What follows belongs to an exercise in optimizing a design on an open flow for small area and a short achievable clock period; a production flow would make more cautious choices.
Only simulation tests tie the RTL to the original design; equivalence was not proved.
No activity file was given, so power comes from the tool's default toggle rates.

$ cat design/flow/design.v
module viking_core (
    input  wire        clk,
    input  wire        rst,           
    input  wire [31:0] budget,        
    output wire        mem_req,
    output wire        mem_we,
    output wire [14:0] mem_addr,
    output wire [23:0] mem_wdata,
    input  wire [23:0] mem_rdata,
    input  wire        mem_ready,
    output wire        done,
    output wire [23:0] reg_a,
    output wire [23:0] reg_b,
    output wire [14:0] reg_x1,
    output wire [14:0] reg_x2,
    output wire [14:0] reg_x3,
    output wire [14:0] reg_pc,
    output wire        flag_overflow,
    output wire        flag_halted,
    output wire [63:0] cost_cycles,
    output reg         diag_valid,
    output reg  [5:0]  diag_op,
    output reg  [14:0] diag_fa
);
    localparam [5:0] OP_HLT = 6'o00, OP_XEC = 6'o02, OP_STB = 6'o03, OP_STA = 6'o05,
                     OP_ADD = 6'o10, OP_SUB = 6'o11, OP_SKG = 6'o12, OP_SKN = 6'o13,
                     OP_ANA = 6'o15, OP_ORA = 6'o16, OP_ERA = 6'o17,
                     OP_LDB = 6'o23, OP_LDA = 6'o24, OP_JSL = 6'o27,
                     OP_MPY = 6'o34, OP_DIV = 6'o35, OP_ARS = 6'o40, OP_ALS = 6'o41,
                     OP_TAB = 6'o55, OP_LDX = 6'o56, OP_IAB = 6'o57, OP_SIX = 6'o66,
                     OP_JPL = 6'o70, OP_JZE = 6'o71, OP_JMI = 6'o72, OP_JNZ = 6'o73,
                     OP_JMP = 6'o74, OP_NOP = 6'o77;
    localparam [3:0] XEC_DEPTH_LIMIT = 4'd8;    
    localparam [63:0] COST_UNIMPL    = 64'd5;
    localparam [2:0] S_FETCH = 3'd0, S_IND = 3'd1, S_EXEC = 3'd2,
                     S_MUL = 3'd3, S_DIV = 3'd4;
    reg [23:0] A, B;
    reg [14:0] X1, X2, X3, PC;
    reg        overflow, halted;
    reg [63:0] cycles;
    reg [2:0]  state;
    reg [5:0]  ir_op;      
    reg [1:0]  ir_x;       
    reg [14:0] fa;
    reg [14:0] ea;
    reg [3:0]  depth;
    reg [4:0]  md_cnt;
    reg [22:0] md_x;       
    reg [22:0] md_hi;      
    reg [22:0] md_lo;      
    reg        md_sign;
    wire [5:0]  op   = ir_op;
    wire [1:0]  xsel = ir_x;
    wire [14:0] x_exec  = (xsel == 2'd1) ? X1 :
                          (xsel == 2'd2) ? X2 :
                          (xsel == 2'd3) ? X3 : 15'd0;
    wire [14:0] x_fetch = (mem_rdata[16:15] == 2'd1) ? X1 :
                          (mem_rdata[16:15] == 2'd2) ? X2 :
                          (mem_rdata[16:15] == 2'd3) ? X3 : 15'd0;
    wire op_impl  = (op == OP_HLT) || (op == OP_XEC) || (op == OP_STB) || (op == OP_STA) ||
                    (op == OP_ADD) || (op == OP_SUB) || (op == OP_SKG) || (op == OP_SKN) ||
                    (op == OP_ANA) || (op == OP_ORA) || (op == OP_ERA) || (op == OP_LDB) ||
                    (op == OP_LDA) || (op == OP_JSL) || (op == OP_MPY) || (op == OP_DIV) ||
                    (op == OP_ARS) || (op == OP_ALS) || (op == OP_TAB) || (op == OP_LDX) ||
                    (op == OP_IAB) || (op == OP_SIX) || (op == OP_JPL) || (op == OP_JZE) ||
                    (op == OP_JMI) || (op == OP_JNZ) || (op == OP_JMP) || (op == OP_NOP);
    wire op_read  = (op == OP_LDA) || (op == OP_LDB) || (op == OP_ADD) || (op == OP_SUB) ||
                    (op == OP_ANA) || (op == OP_ORA) || (op == OP_ERA) || (op == OP_MPY) ||
                    (op == OP_DIV) || (op == OP_SKG) || (op == OP_SKN) ||
                    ((op == OP_LDX) && (xsel != 2'd0));
    wire op_write = (op == OP_STA) || (op == OP_STB) || (op == OP_JSL) || (op == OP_SIX);
    wire budget_hit = (budget != 32'd0) && (cycles >= {32'd0, budget});
    wire stopped    = halted || budget_hit;
    assign done     = (state == S_FETCH) && (depth == 4'd0) && stopped;
    reg        bus_req, bus_we;
    reg [14:0] bus_addr;
    reg [23:0] bus_wdata;
    always @(*) begin
        bus_req   = 1'b0;
        bus_we    = 1'b0;
        bus_addr  = PC;
        bus_wdata = 24'd0;
        case (state)
            S_FETCH: begin
                bus_req  = !((depth == 4'd0) && stopped);
                bus_addr = PC;
            end
            S_IND: begin
                bus_req  = 1'b1;
                bus_addr = ea;
            end
            S_EXEC: begin
                bus_addr = ea;
                if (op_read) begin
                    bus_req = 1'b1;
                end else if (op_write) begin
                    bus_req = 1'b1;
                    bus_we  = 1'b1;
                    case (op)
                        OP_STA:  bus_wdata = A;
                        OP_STB:  bus_wdata = B;
                        OP_JSL:  bus_wdata = {9'd0, PC};
                        default: bus_wdata = {9'd0, x_exec};
                    endcase
                end
            end
            default: ;
        endcase
    end
    assign mem_req   = bus_req;
    assign mem_we    = bus_we;
    assign mem_addr  = bus_addr;
    assign mem_wdata = bus_wdata;
    wire [23:0] m        = mem_rdata;
    wire        m_sgn    = (op == OP_SUB) ? ~m[23] : m[23];
    wire [23:0] sum_same = {1'b0, A[22:0]} + {1'b0, m[22:0]};
    wire        a_ge_m   = A[22:0] >= m[22:0];
    wire [22:0] diff_mag = a_ge_m ? (A[22:0] - m[22:0]) : (m[22:0] - A[22:0]);
    reg  [23:0] add_res;
    reg         add_ovf;
    always @(*) begin
        if (A[23] == m_sgn) begin
            add_ovf = sum_same[23];
            add_res = {(A[23] && (sum_same != 24'd0)), sum_same[22:0]};
        end else begin
            add_ovf = 1'b0;
            if (diff_mag == 23'd0)
                add_res = 24'd0;
            else
                add_res = {(a_ge_m ? A[23] : m_sgn), diff_mag};
        end
    end
    wire a_zero = (A[22:0] == 23'd0);
    wire m_zero = (m[22:0] == 23'd0);
    wire a_neg  = A[23] && !a_zero;
    wire m_neg  = m[23] && !m_zero;
    reg  skg_gt;
    always @(*) begin
        if (!a_neg && m_neg)       skg_gt = 1'b1;
        else if (a_neg && !m_neg)  skg_gt = 1'b0;
        else if (!a_neg)           skg_gt = A[22:0] > m[22:0];
        else                       skg_gt = A[22:0] < m[22:0];
    end
    wire [4:0]  sh_n   = ea[4:0];
    wire [22:0] ars_m  = A[22:0] >> sh_n;
    wire [22:0] als_m  = A[22:0] << sh_n;
    wire [23:0] mul_sum = {1'b0, md_hi} + (md_lo[0] ? {1'b0, md_x} : 24'd0);
    wire [23:0] div_rem = {md_hi, md_lo[22]};
    wire        div_ge  = div_rem >= {1'b0, md_x};
    wire [23:0] div_sub = div_rem - {1'b0, md_x};
    wire [14:0] pc_inc  = PC + 15'd1;
    wire [14:0] ea_idx  = mem_rdata[14:0] + x_fetch;
    always @(posedge clk) begin
        diag_valid <= 1'b0;
        if (rst) begin
            A        <= 24'd0;
            B        <= 24'd0;
            X1       <= 15'd0;
            X2       <= 15'd0;
            X3       <= 15'd0;
            PC       <= 15'd0;
            overflow <= 1'b0;
            halted   <= 1'b0;
            cycles   <= 64'd0;
            state    <= S_FETCH;
            depth    <= 4'd0;
            diag_op  <= 6'd0;
            diag_fa  <= 15'd0;
        end else begin
            case (state)
                S_FETCH: begin
                    if (bus_req && mem_ready) begin
                        ir_op <= mem_rdata[23:18];
                        ir_x  <= mem_rdata[16:15];
                        fa    <= PC;
                        PC    <= pc_inc;
                        ea    <= ea_idx;
                        state <= mem_rdata[17] ? S_IND : S_EXEC;
                    end
                end
                S_IND: begin
                    if (mem_ready) begin
                        ea    <= mem_rdata[14:0];
                        state <= S_EXEC;
                    end
                end
                S_EXEC: begin
                    if (!op_impl) begin
                        halted     <= 1'b1;
                        diag_valid <= 1'b1;
                        diag_op    <= op;
                        diag_fa    <= fa;
                        cycles     <= cycles + COST_UNIMPL;
                        depth      <= 4'd0;
                        state      <= S_FETCH;
                    end else if ((op_read || op_write) && !mem_ready) begin
                    end else begin
                        depth <= 4'd0;
                        state <= S_FETCH;
                        case (op)
                            OP_HLT: begin
                                halted <= 1'b1;
                                PC     <= PC - 15'd1;
                                cycles <= cycles + 64'd5;
                            end
                            OP_NOP: cycles <= cycles + 64'd5;
                            OP_XEC: begin
                                if (depth + 4'd1 > XEC_DEPTH_LIMIT) begin
                                    halted     <= 1'b1;
                                    diag_valid <= 1'b1;
                                    diag_op    <= op;
                                    diag_fa    <= fa;
                                    cycles     <= cycles + COST_UNIMPL;
                                end else begin
                                    PC     <= ea;
                                    depth  <= depth + 4'd1;
                                    cycles <= cycles + 64'd5;
                                end
                            end
                            OP_LDA: begin A <= m; cycles <= cycles + 64'd10; end
                            OP_LDB: begin B <= m; cycles <= cycles + 64'd10; end
                            OP_STA, OP_STB, OP_JSL, OP_SIX: begin
                                cycles <= cycles + 64'd10;
                                if (op == OP_JSL) PC <= ea + 15'd1;
                            end
                            OP_ADD, OP_SUB: begin
                                A <= add_res;
                                if (add_ovf) overflow <= 1'b1;
                                cycles <= cycles + 64'd10;
                            end
                            OP_ANA: begin A <= A & m; cycles <= cycles + 64'd10; end
                            OP_ORA: begin A <= A | m; cycles <= cycles + 64'd10; end
                            OP_ERA: begin A <= A ^ m; cycles <= cycles + 64'd10; end
                            OP_SKG: begin
                                if (skg_gt) PC <= pc_inc;
                                cycles <= cycles + 64'd10;
                            end
                            OP_SKN: begin
                                if (A != m) PC <= pc_inc;
                                cycles <= cycles + 64'd10;
                            end
                            OP_MPY: begin
                                md_x    <= B[22:0];
                                md_hi   <= 23'd0;
                                md_lo   <= m[22:0];
                                md_sign <= B[23] ^ m[23];
                                md_cnt  <= 5'd0;
                                state   <= S_MUL;
                            end
                            OP_DIV: begin
                                if (A[22:0] >= m[22:0]) begin
                                    overflow <= 1'b1;
                                    cycles   <= cycles + 64'd44;
                                end else begin
                                    md_x    <= m[22:0];
                                    md_hi   <= A[22:0];
                                    md_lo   <= B[22:0];
                                    md_sign <= A[23] ^ m[23];
                                    md_cnt  <= 5'd0;
                                    state   <= S_DIV;
                                end
                            end
                            OP_ARS: begin
                                A      <= {A[23], ars_m};
                                cycles <= cycles + 64'd5 + {59'd0, sh_n};
                            end
                            OP_ALS: begin
                                A      <= {A[23], als_m};
                                cycles <= cycles + 64'd5 + {59'd0, sh_n};
                            end
                            OP_TAB: begin B <= A; cycles <= cycles + 64'd5; end
                            OP_IAB: begin A <= B; B <= A; cycles <= cycles + 64'd10; end
                            OP_LDX: begin
                                case (xsel)
                                    2'd1: X1 <= m[14:0];
                                    2'd2: X2 <= m[14:0];
                                    2'd3: X3 <= m[14:0];
                                    default: ;
                                endcase
                                cycles <= cycles + 64'd5;
                            end
                            OP_JMP: begin PC <= ea; cycles <= cycles + 64'd5; end
                            OP_JPL: begin
                                if (!A[23] && !a_zero) PC <= ea;
                                cycles <= cycles + 64'd6;
                            end
                            OP_JZE: begin
                                if (a_zero) PC <= ea;
                                cycles <= cycles + 64'd6;
                            end
                            OP_JMI: begin
                                if (A[23]) PC <= ea;
                                cycles <= cycles + 64'd6;
                            end
                            OP_JNZ: begin
                                if (!a_zero) PC <= ea;
                                cycles <= cycles + 64'd6;
                            end
                            default: ;
                        endcase
                    end
                end
                S_MUL: begin
                    md_hi  <= mul_sum[23:1];
                    md_lo  <= {mul_sum[0], md_lo[22:1]};
                    md_cnt <= md_cnt + 5'd1;
                    if (md_cnt == 5'd22) begin
                        if (md_sign && ({mul_sum[23:1], mul_sum[0], md_lo[22:1]} != 46'd0)) begin
                            A <= {1'b1, mul_sum[23:1]};
                            B <= {1'b1, mul_sum[0], md_lo[22:1]};
                        end else begin
                            A <= {1'b0, mul_sum[23:1]};
                            B <= {1'b0, mul_sum[0], md_lo[22:1]};
                        end
                        cycles <= cycles + 64'd28;
                        depth  <= 4'd0;
                        state  <= S_FETCH;
                    end
                end
                S_DIV: begin
                    md_hi  <= div_ge ? div_sub[22:0] : div_rem[22:0];
                    md_lo  <= {md_lo[21:0], div_ge};
                    md_cnt <= md_cnt + 5'd1;
                    if (md_cnt == 5'd22) begin
                        B <= {md_sign && ({md_lo[21:0], div_ge} != 23'd0), md_lo[21:0], div_ge};
                        A <= {A[23] && ((div_ge ? div_sub[22:0] : div_rem[22:0]) != 23'd0),
                              (div_ge ? div_sub[22:0] : div_rem[22:0])};
                        cycles <= cycles + 64'd44;
                        depth  <= 4'd0;
                        state  <= S_FETCH;
                    end
                end
                default: state <= S_FETCH;
            endcase
        end
    end
    assign reg_a         = A;
    assign reg_b         = B;
    assign reg_x1        = X1;
    assign reg_x2        = X2;
    assign reg_x3        = X3;
    assign reg_pc        = PC;
    assign flag_overflow = overflow;
    assign flag_halted   = halted;
    assign cost_cycles   = cycles;
endmodule
$ cat design/flow/run.sh
#!/bin/bash
# synth_recipe.tcl (not shown) runs the flow's synth.tcl, then flattens the netlist and writes it again
# the make line also repeats each setting of config.mk as NAME=value (left out here)
make -C /OpenROAD-flow-scripts/flow DESIGN_CONFIG=/design/flow/config.mk WORK_HOME=/design/flow/orfs CLKGATE_MAP_FILE= SYNTH_SCRIPT=/design/flow/synth_recipe.tcl finish
$ cat design/flow/config.mk
export PLATFORM = sky130hd
export DESIGN_NAME = viking_core
export DESIGN_NICKNAME = viking_core
export VERILOG_FILES = /design/flow/design.v
export SDC_FILE = /design/flow/constraint.sdc
export NUM_CORES = 4
export LEC_CHECK = 0
export CAP_MARGIN = 20
export CORE_MARGIN = 2
export CORE_UTILIZATION = 40
export PLACE_DENSITY = 0.6
export SLEW_MARGIN = 20
$ cat design/flow/constraint.sdc
create_clock -name core_clock -period 12.0 [get_ports {clk}]
set_input_delay 2.4000 -clock core_clock [delete_from_list [all_inputs] [get_ports {clk}]]
set_output_delay 2.4000 -clock core_clock [all_outputs]
set_load 0.01 [all_outputs]
==> flow_summary.toml <==
[global_routing]
grt_pass1_wl_um = 287000
antenna_found_initial = 7
overflow = 0
grt_max_degree = 78
grt_use_total_pct = 40.58
grt_pass1_vias = 40440

[yosys]
postSynthAreaPerCell_um2 = 7.176
synthTopCellsByArea = "dfxtp_1, edfxtp_1, ha_1, o21ai_0, nor2_1"
mappedNetlistArea_um2 = 37030
synth_top_area_cell = "dfxtp_1"
synth_edf_count = 113
syn_inst = 5160
synth_top_flop_cell = "dfxtp_1"
synth-async-reset-ratio_pct = 0
yosysSeqAreaShare_pct = 20.14
ys_ff_latch = 316
ys_warn_count = 1
syn_nets = 5430
ys_types = 98
synth.top_cell.area_share_pct = 10.97

[setup_path]
endpoint_kind = "output pin"
slowest_stage = "or4_1"
cp-start-kind = "input port"
crit_start = "budget[8]"
slowest_delay_ps = 800
worst-path-max-fanout = 5
path_delay_family = "buffers and inverters"
crit_path_cell_trace = "clkdlybuf4s50_1 > inv_1 > ha_1 > a21o_1 > a21o_1 > a21o_1 > a21o_1 > a21oi_1 > o21ai_0 > a21oi_1 > or4_1 > a2111o_1 > nand2_1 > clkdlybuf4s50_1"
timing.reg2reg.setup_slack_ps = 5330
path_common_cell = "a21o_1"
path_buf_inv = 3
crit_arrival_ps = 6510
timing.rr.start = "A[10]$_SDFFE_PP0P_"
critical_path_required_ps = 9600
critPathKind = "input port to output pin"

[sta]
finalSetupTns_ps = 0
final-setup-viol-count = 0
slew_viol_final = 0
rsz0062_at_grt = "no"
tightest_slew_ps = 1136
fin_worst_skew_ps = 72.16
fmax_mhz = 112.3
hold_violations = 0
slew_headroom_pct = 23.45
hold_slack_ps = 452.1
post-route-period-util_pct = 74.22
fin_crit_ps = 8906

[power]
ir_drop_uv = 113.9
internal-power_mw = 3.519
p_per_area_nw_per_um2 = 171.1
leakage_nw = 14.72
power.total_mw = 7.277
pwr-share-seq_pct = 23.1
p_sw_share_pct = 51.64
power_switching_mw = 3.758
combPwrFrac_pct = 58.7
clkPwrFrac_pct = 18.2

[detailed_routing]
via_per_inst = 6.819
dr.pass1.iters = 9
drcViolationCount = 0
num_vias = 43950
ant_nets = 0
drt_iter0_markers = 6172
wire_per_inst_um = 31.09
wl_um = 200400

[die]
die_w_um = 308.3
die_h_um = 308.3
initial_utilization_pct = 40.40
core_um2 = 91660
num_rows = 111
dieArea_um2 = 95030
num_io_pins = 297

[run_status]
run_status = "complete, no violations"

[layout]
mostFrequentLayoutCells = "nor2_1, nand2_1, o21ai_0"
final_nets = 5492
synthToLayoutAreaGrowth_pct = 14.85
fillCellCount = 9360
instances_no_fill = 6445
drive_gt1_share_pct = 6.568
final_common_cell = "nor2_1"
fin_util_pct = 46.40

[clock_network]
cts_buffers = 41
post-cts-setup-buffer-count = 0
htreeDepth = 2
cts-root-buf = "clkbuf_16"
clkTransAtPathRegs_ps = 60
clockBufferDepth = 3
cts_hold_buffers = 0
cts.sinks = 316
clock_latency_ps = 690
cts-resized-gates = 0
cts_tree = "built"

[hold_path]
worstHoldStart = "diag_op[4]$_SDFFE_PP0P_"
hp-class = "flop to flop"

[placed_design]
gp_congestion = 1.071
port-buffer-count = 296
dpl.hpwl_um = 147300
dpl.cell_count = 6364

[flow_run]
max_cap_violations = 0
[worst min-delay path: cells and delay by family, from the launching register on]
kind / cells / cell delay, ps
simple gates: 1 / 50
flops: 1 / 310
compound gates: 1 / 50
[power by group through the flow]
stage	registers [mW]	logic (mW)	clock network (mW)
2_1_floorplan	1.49	2.59	0
6_report	1.68	4.27	1.33
3_5_place_dp	1.68	4.09	0
4_1_cts	1.66	4.11	1.32
3_3_place_gp	1.68	4.10	0
5_1_grt	1.69	4.49	1.37
[cells in the mapped netlist (all sizes together) (37+ instances only)]
| cell type | number |
|---|---|
| a211oi | 53 |
| a21o | 58 |
| a21oi | 436 |
| a221oi | 68 |
| a22oi | 93 |
| a31oi | 44 |
| and2 | 58 |
| and3 | 37 |
| buf | 51 |
| clkbuf | 350 |
| dfxtp | 203 |
| edfxtp | 113 |
| ha | 203 |
| inv | 187 |
| mux2i | 154 |
| nand2 | 476 |
| nand3 | 120 |
| nand4 | 75 |
| nor2 | 591 |
| nor3 | 155 |
| nor4 | 82 |
| o211ai | 71 |
| o21ai | 454 |
| o221ai | 56 |
| o22ai | 79 |
| xnor2 | 180 |
| xor2 | 99 |
[registers in the layout, indices dropped and copies added (netlist names), 2 cells and up]
register	cells
md_lo	23
ir_op	6
cycles	64
PC	15
X1	15
fa	15
A	24
ir_x	2
X3	15
diag_op	6
state	3
B	24
X2	15
md_cnt	5
depth	4
ea	15
md_hi	23
md_x	23
diag_fa	15
[per-stage QoR]
stage	area [um^2]	setup WS, ps
final	42530	3094
after global routing	42520	2968
after CTS	42480	3042
after detailed placement	41100	2843
after global placement	41080	2233
after floorplan	37030	5038
[layout make-up]
cell class	instances	area, um^2	share of cell area [%]
multi-input cells	4251	27570	64.83
flip-flops and latches	316	7457	17.53
repair buffers	420	3902	9.176
well taps	1186	1484	3.489
clock buffers	52	1117	2.627
inverters	192	720.7	1.695
clock inverters	22	261.5	0.6149
diodes	6	15.01	0.03530
[worst paths after layout]
check	endpoint	cells after the start
max	done	14
min	diag_op[4]$_SDFFE_PP0P_	2
max reg2reg	cycles[55]$_SDFFE_PP0P_	14
min reg2reg	diag_op[4]$_SDFFE_PP0P_	2
[logic make-up (layout without fill, tap and decap cells)]
logic type	after synthesis	in the layout	synth area share, %
other cells	0	6	0
buf+inv	593	686	6.099
simple gates	1850	1850	24.12
flops	316	316	20.14
compound gates	1708	1708	29.61
fa+ha+maj	211	211	7.292
xor+xnor	279	279	6.599
mux	203	203	6.139
[per-layer routing]
layer	global-route usage (%)	up-vias	wire [um]
met4	25.24	6	14640
met2	61.51	2969	85250
met5	0	-	38
met3	9.551	666	22360
li1	-	19280	-
met1	51.88	21020	78060
Testbench counts, summed over its fixed seeds: clk cycles 437,233.

afterwards: timing with drivers on the ports:
Ports are ideal in the flow. The routed layout listed here was re-timed in OpenROAD.
Step 1 (the two cells are an assumption about what drives the block):
set clk [get_ports {clk}]
set_driving_cell -lib_cell sky130_fd_sc_hd__clkbuf_16 $clk
set_driving_cell -lib_cell sky130_fd_sc_hd__buf_2 [delete_from_list [all_inputs] $clk]
Step 2, shift: input delay + t, output delay - t, t = (earliest + latest rising clock arrival at the registers) / 2. This alone moves slack from input paths to output paths.
a / b / c = ideal / step 1 / step 2; a / b = the first two.
t, ns: 0.720
slack for setup (ns): 3.094 / 3.064 / 2.550
hold WS [ns]: 0.452 / 0.452 / 0.452
worst slew at a driven data input, ns: 0.06
After both steps this run still meets setup and hold. For this run, drivers alone change the setup slack by -0.030 ns; drivers and shift together by -0.544 ns.
